Background: an optimization exercise with open tools, aiming at small area and a short achievable clock period. Do not read the settings as production practice. At most, simulation tests tie the RTL to the original design; equivalence was not proved. Power figures rest on the tool's default switching activity, not on a simulated workload.

==> flow/design.v (excerpt) <==
module rtp_rx_check (
    input  wire        clk,
    input  wire        rst,
    input  wire        in_valid,
    input  wire [63:0] in_data,
    input  wire        in_last,
    input  wire [2:0]  in_nbytes,
    output wire        out_valid,
    output wire        out_hdr,
    output wire        out_ok,
    output wire [31:0] out_type,
    output wire [31:0] out_seq,
    output wire [31:0] out_len,
    output wire [31:0] out_csum,
    output wire [15:0] out_sum,
    output wire [10:0] out_plen,
    output wire [11:0] out_flen
);
Size in the first run: about 870 cells after synthesis, ~190 flip-flops, about 240 I/O pins, ~0.010 mm^2 of cells after synthesis.
==> module rtp_rx_check, before the edit <==
module rtp_rx_check (
    input  wire        clk,
    input  wire        rst,
    input  wire        in_valid,
    input  wire [63:0] in_data,
    input  wire        in_last,
    input  wire [2:0]  in_nbytes,
    output wire        out_valid,
    output wire        out_hdr,
    output wire        out_ok,
    output wire [31:0] out_type,
    output wire [31:0] out_seq,
    output wire [31:0] out_len,
    output wire [31:0] out_csum,
    output wire [15:0] out_sum,
    output wire [10:0] out_plen,
    output wire [11:0] out_flen
);
    reg         first;
    reg         ph_b1;
    reg         ph_pl;
    reg         ph_past;
    reg         fin;         
    reg  [11:0] flen;        
    reg  [10:0] room;        
    reg         lim;         
    reg  [15:0] acc_p;       
    reg  [15:0] acc_g;       
    reg  [31:0] f_type;
    reg  [31:0] f_seq;
    reg  [31:0] f_len;
    reg  [31:0] f_csum;
    wire        full     = ~in_last | (in_nbytes == 3'd0);
    wire [3:0]  nb       = full ? 4'd8 : {1'b0, in_nbytes};
    wire        room_all = |room[10:3];
    reg  [7:0]  keep;
    reg  [63:0] masked;
    integer     j;
    always @* begin
        for (j = 0; j < 8; j = j + 1) begin
            keep[j] = in_valid & (full | (in_nbytes > j)) &
                      (first | (ph_b1 & (j < 4)) | (ph_pl & (room_all | (room[2:0] > j))));
            masked[63 - 8*j -: 8] = keep[j] ? in_data[63 - 8*j -: 8] : 8'h00;
        end
    end
    function [31:0] csa;
        input [15:0] a, b, c;
        reg   [15:0] m;
        begin
            m   = (a & b) | (a & c) | (b & c);
            csa = {m[14:0], m[15], a ^ b ^ c};
        end
    endfunction
    wire [15:0] s_in = first ? 16'd0 : acc_p;
    wire [15:0] c_in = first ? 16'd0 : {acc_g[14:0], acc_g[15]};
    wire [31:0] l1a  = csa(masked[63:48], masked[47:32], masked[31:16]);
    wire [31:0] l1b  = csa(masked[15:0], s_in, c_in);
    wire [31:0] l2   = csa(l1a[15:0], l1a[31:16], l1b[15:0]);
    wire [31:0] l3   = csa(l2[15:0], l2[31:16], l1b[31:16]);
    wire [10:0] len_sat  = (|in_data[63:43]) ? 11'h7FF : in_data[42:32];
    wire [10:0] room_dec = room_all ? room - 11'd8 : 11'd0;
    wire        pl_end   = (flen[10:3] == 8'hFF);     
    wire [11:0] base     = first ? 12'd0 : flen;
    wire [8:0]  base_inc = base[11:3] + 9'd1;
    always @(posedge clk) begin
        if (rst) begin
            first   <= 1'b1;
            ph_b1   <= 1'b0;
            ph_pl   <= 1'b0;
            ph_past <= 1'b0;
            fin     <= 1'b0;
        end else begin
            fin <= in_valid & in_last;
            if (in_valid) begin
                first   <= in_last;
                ph_b1   <= ~in_last & first;
                ph_pl   <= ~in_last & (ph_b1 | (ph_pl & ~pl_end));
                ph_past <= ~in_last & (ph_past | (ph_pl & pl_end));
            end
        end
        acc_p <= l3[15:0] ^ l3[31:16];
        acc_g <= l3[15:0] & l3[31:16];
        if (in_valid) begin
            if (!ph_past)
                flen <= full ? {base_inc, 3'b000} : {base[11:3], in_nbytes};
            if (first) begin
                f_type <= in_data[63:32];
                f_seq  <= in_data[31:0];
            end
            if (ph_b1) begin
                f_len  <= in_data[63:32];
                f_csum <= in_data[31:0];
                room   <= len_sat;
            end
            if (ph_pl)
                room   <= room_dec;
            lim <= ~ph_b1 && (room[10:4] == 7'd0) && (room[3:0] <= (ph_past ? 4'd0 : nb));
        end
    end
    reg  [15:0] gp, pp, gn, pn;
    integer     k, d;
    always @* begin
        gp = acc_g;
        pp = acc_p;
        for (d = 1; d < 16; d = d * 2) begin
            for (k = 0; k < 16; k = k + 1) begin
                gn[k] = gp[k] | (pp[k] & gp[(k + 16 - d) % 16]);
                pn[k] = pp[k] & pp[(k + 16 - d) % 16];
            end
            gp = gn;
            pp = pn;
        end
    end
    wire [15:0] sum = ~(acc_p ^ {gp[14:0], gp[15]});
    wire [31:0] vu    = csa(acc_p, {acc_g[14:0], acc_g[15]}, f_csum[15:0]);
    wire        z_sc  = ~|{acc_p, acc_g};
    wire        z_mod = (vu[15:0] == ~vu[31:16]) | ~|vu | &vu;
    wire        cs_lo0 = ~|f_csum[15:0];
    wire        cs_lo1 = &f_csum[15:0];
    wire        hdr   = |flen[11:4];
    wire [11:0] avail = flen - 12'd16;
    assign out_valid = fin;
    assign out_hdr   = hdr;
    assign out_ok    = hdr & ~|f_csum[31:16] & z_mod & ~(z_sc & cs_lo0) & ~(~z_sc & cs_lo1);
    assign out_type  = f_type;
    assign out_seq   = f_seq;
    assign out_len   = f_len;
    assign out_csum  = f_csum;
    assign out_sum   = sum;
    assign out_plen  = lim ? f_len[10:0] : avail[10:0];
    assign out_flen  = flen;
endmodule
Settings: LEC_CHECK=0, CAP_MARGIN=20, CORE_MARGIN=2, CORE_UTILIZATION=40, PLACE_DENSITY=0.6, SETUP_SLACK_MARGIN=2.9, SLEW_MARGIN=20; clock period 7.0 ns.
standard.sh (not shown) runs the stock make flow with config.mk's settings and CLKGATE_MAP_FILE= SYNTH_SCRIPT=/design/flow/synth_recipe.tcl, a recipe that flattens the netlist after the stock synthesis.
==> flow/flow/run.sh <==
#!/bin/bash
bash standard.sh finish BUFFER_PORTS_ARGS="-buffer_cell sky130_fd_sc_hd__buf_2" > standard.log 2>&1
Then changed:
--- a/flow/design.v
+++ b/flow/design.v
@@ -24,4 +24,5 @@
     reg  [11:0] flen;        
     reg  [10:0] room;        
+    reg  [7:0]  kmask;       
     reg         lim;         
     reg  [15:0] acc_p;       
@@ -33,5 +34,4 @@
     wire        full     = ~in_last | (in_nbytes == 3'd0);
     wire [3:0]  nb       = full ? 4'd8 : {1'b0, in_nbytes};
-    wire        room_all = |room[10:3];
     reg  [7:0]  keep;
     reg  [63:0] masked;
@@ -39,6 +39,5 @@
     always @* begin
         for (j = 0; j < 8; j = j + 1) begin
-            keep[j] = in_valid & (full | (in_nbytes > j)) &
-                      (first | (ph_b1 & (j < 4)) | (ph_pl & (room_all | (room[2:0] > j))));
+            keep[j] = in_valid & kmask[j] & (full | (in_nbytes > j));
             masked[63 - 8*j -: 8] = keep[j] ? in_data[63 - 8*j -: 8] : 8'h00;
         end
@@ -52,4 +51,12 @@
         end
     endfunction
+    function [7:0] thermo;
+        input [10:0] n;
+        integer i;
+        begin
+            for (i = 0; i < 8; i = i + 1)
+                thermo[i] = (n > i);
+        end
+    endfunction
     wire [15:0] s_in = first ? 16'd0 : acc_p;
     wire [15:0] c_in = first ? 16'd0 : {acc_g[14:0], acc_g[15]};
@@ -59,5 +66,5 @@
     wire [31:0] l3   = csa(l2[15:0], l2[31:16], l1b[31:16]);
     wire [10:0] len_sat  = (|in_data[63:43]) ? 11'h7FF : in_data[42:32];
-    wire [10:0] room_dec = room_all ? room - 11'd8 : 11'd0;
+    wire [10:0] room_dec = (|room[10:3]) ? room - 11'd8 : 11'd0;
     wire        pl_end   = (flen[10:3] == 8'hFF);     
     wire [11:0] base     = first ? 12'd0 : flen;
@@ -69,4 +76,5 @@
             ph_pl   <= 1'b0;
             ph_past <= 1'b0;
+            kmask   <= 8'hFF;
             fin     <= 1'b0;
         end else begin
@@ -77,4 +85,14 @@
                 ph_pl   <= ~in_last & (ph_b1 | (ph_pl & ~pl_end));
                 ph_past <= ~in_last & (ph_past | (ph_pl & pl_end));
+                if (in_last)
+                    kmask <= 8'hFF;
+                else if (first)
+                    kmask <= 8'h0F;                      
+                else if (ph_b1)
+                    kmask <= thermo(len_sat);
+                else if (ph_pl & ~pl_end)
+                    kmask <= thermo(room_dec);
+                else
+                    kmask <= 8'h00;
             end
         end
Die area rose by 6.9%.
Sequential power rose by about 4%.
Maximum frequency stays flat.
Wire length rose by 7.9%.
Final cell count rose by 12%.
Worst setup slack hardly moves.
Area after synthesis rose by 7.0%.
Sequential share of layout area fell by 1.2 points.
Register-to-register slack gains 620 ps.
Non-clock buffer count fell by 3.
Clock power rose by about 8%.
Cell area rose by 5.7%.
Synthesized cell count rose by 16%.
Total power rose by 4.6%.
No functional check of the RTL was part of any run of this note.


north:
rtp_rx_check again, from the RTL that the note above started with.
Settings: LEC_CHECK=0, CAP_MARGIN=20, CORE_MARGIN=2, CORE_UTILIZATION=40, CTS_BUF_LIST=sky130_fd_sc_hd__clkbuf_8, CTS_CLUSTER_SIZE=30, PLACE_DENSITY=0.6, SETUP_SLACK_MARGIN=2.9, SLEW_MARGIN=20; clock period 7.0 ns.
Scripts as last shown in full above: flow/flow/run.sh
Input changes introduced in south (baseline for comparison: north):
--- a/flow/design.v
+++ b/flow/design.v
@@ -24,8 +24,8 @@
     reg  [11:0] flen;        
     reg  [10:0] room;        
     reg         lim;         
-    reg  [15:0] acc_p;       
-    reg  [15:0] acc_g;       
+    reg  [15:0] acc_s;       
+    reg  [15:0] acc_c;
     reg  [31:0] f_type;
     reg  [31:0] f_seq;
     reg  [31:0] f_len;
@@ -51,8 +51,8 @@
             csa = {m[14:0], m[15], a ^ b ^ c};
         end
     endfunction
-    wire [15:0] s_in = first ? 16'd0 : acc_p;
-    wire [15:0] c_in = first ? 16'd0 : {acc_g[14:0], acc_g[15]};
+    wire [15:0] s_in = first ? 16'd0 : acc_s;
+    wire [15:0] c_in = first ? 16'd0 : acc_c;
     wire [31:0] l1a  = csa(masked[63:48], masked[47:32], masked[31:16]);
     wire [31:0] l1b  = csa(masked[15:0], s_in, c_in);
     wire [31:0] l2   = csa(l1a[15:0], l1a[31:16], l1b[15:0]);
@@ -78,8 +78,8 @@
                 ph_past <= ~in_last & (ph_past | (ph_pl & pl_end));
             end
         end
-        acc_p <= l3[15:0] ^ l3[31:16];
-        acc_g <= l3[15:0] & l3[31:16];
+        acc_s <= l3[15:0];
+        acc_c <= l3[31:16];
         if (in_valid) begin
             if (!ph_past)
                 flen <= full ? {base_inc, 3'b000} : {base[11:3], in_nbytes};
@@ -97,11 +97,13 @@
             lim <= ~ph_b1 && (room[10:4] == 7'd0) && (room[3:0] <= (ph_past ? 4'd0 : nb));
         end
     end
+    wire [15:0] g0 = acc_s & acc_c;
+    wire [15:0] p0 = acc_s ^ acc_c;
     reg  [15:0] gp, pp, gn, pn;
     integer     k, d;
     always @* begin
-        gp = acc_g;
-        pp = acc_p;
+        gp = g0;
+        pp = p0;
         for (d = 1; d < 16; d = d * 2) begin
             for (k = 0; k < 16; k = k + 1) begin
                 gn[k] = gp[k] | (pp[k] & gp[(k + 16 - d) % 16]);
@@ -111,17 +113,16 @@
             pp = pn;
         end
     end
-    wire [15:0] sum = ~(acc_p ^ {gp[14:0], gp[15]});
-    wire [31:0] vu    = csa(acc_p, {acc_g[14:0], acc_g[15]}, f_csum[15:0]);
-    wire        z_sc  = ~|{acc_p, acc_g};
-    wire        z_mod = (vu[15:0] == ~vu[31:16]) | ~|vu | &vu;
-    wire        cs_lo0 = ~|f_csum[15:0];
+    wire [15:0] sum = ~(p0 ^ {gp[14:0], gp[15]});
+    wire [31:0] vu     = csa(acc_s, acc_c, f_csum[15:0]);
+    wire        z_mod  = &(vu[15:0] ^ vu[31:16]);
+    wire        z_sc   = ~|{acc_s, acc_c};
     wire        cs_lo1 = &f_csum[15:0];
     wire        hdr   = |flen[11:4];
     wire [11:0] avail = flen - 12'd16;
     assign out_valid = fin;
     assign out_hdr   = hdr;
-    assign out_ok    = hdr & ~|f_csum[31:16] & z_mod & ~(z_sc & cs_lo0) & ~(~z_sc & cs_lo1);
+    assign out_ok    = hdr & ~|f_csum[31:16] & z_mod & (z_sc | ~cs_lo1);
     assign out_type  = f_type;
     assign out_seq   = f_seq;
     assign out_len   = f_len;
--- outcome ---
Met1 capacity usage during global routing: south vs north down 3.7 points
Clock period minus worst slack on south is ahead of north.
Against north as the reference, south delivers a higher fraction of power spent switching nets.
Capture point of the worst path = acc_s[10]: south; capture point of the worst path = out_ok: north
north → south: maximum frequency from static timing analysis went up by 12 MHz, design area went down by about 5.4%, sequential share of layout area went up by 2.0 points, total detailed-routing wirelength went down by about 7%.
For south and north, there was not a single run that failed to finish clean.
From north to south the numbers moved as follows: combined buffer and inverter count along the critical path up 1; cell count down 22; combinational power share up 4.9 points.
For north, only the layout was checked, not whether the RTL still works.

[afterwards: timing with drivers on the ports]
How much do the figures lean on ideal ports? The routed layouts below were timed once more, with nothing changed but the port constraints. Step 1 (the two cells are an assumption about what drives the block):
set clk [get_ports {clk}]
set_driving_cell -lib_cell sky130_fd_sc_hd__clkbuf_16 $clk
set_driving_cell -lib_cell sky130_fd_sc_hd__buf_2 [delete_from_list [all_inputs] $clk]
Step 2 moves the port delays by t, midway between the first and last clock arrival at a register: inputs arrive t later, outputs are due t later. That takes back most of the time a late clock gives input paths. a / b / c = ideal ports / drivers / drivers and shift; a / b = the first two.
run	shift t [ns]	setup slack, ns	worst data-port slew with drivers (ns)
the first run of note 1	0.477	2.806 / 2.759 / 2.487	0.07
the second run of note 1	0.488	2.809 / 2.763 / 2.469	0.07
north	0.511	2.824 / 2.782 / 2.436	0.07
south	0.509	3.022 / 3.001 / 2.517	0.05
After both steps every run listed still meets setup and hold. For south, which loses most, drivers alone change the setup slack by -0.021 ns; drivers and shift together by -0.505 ns.
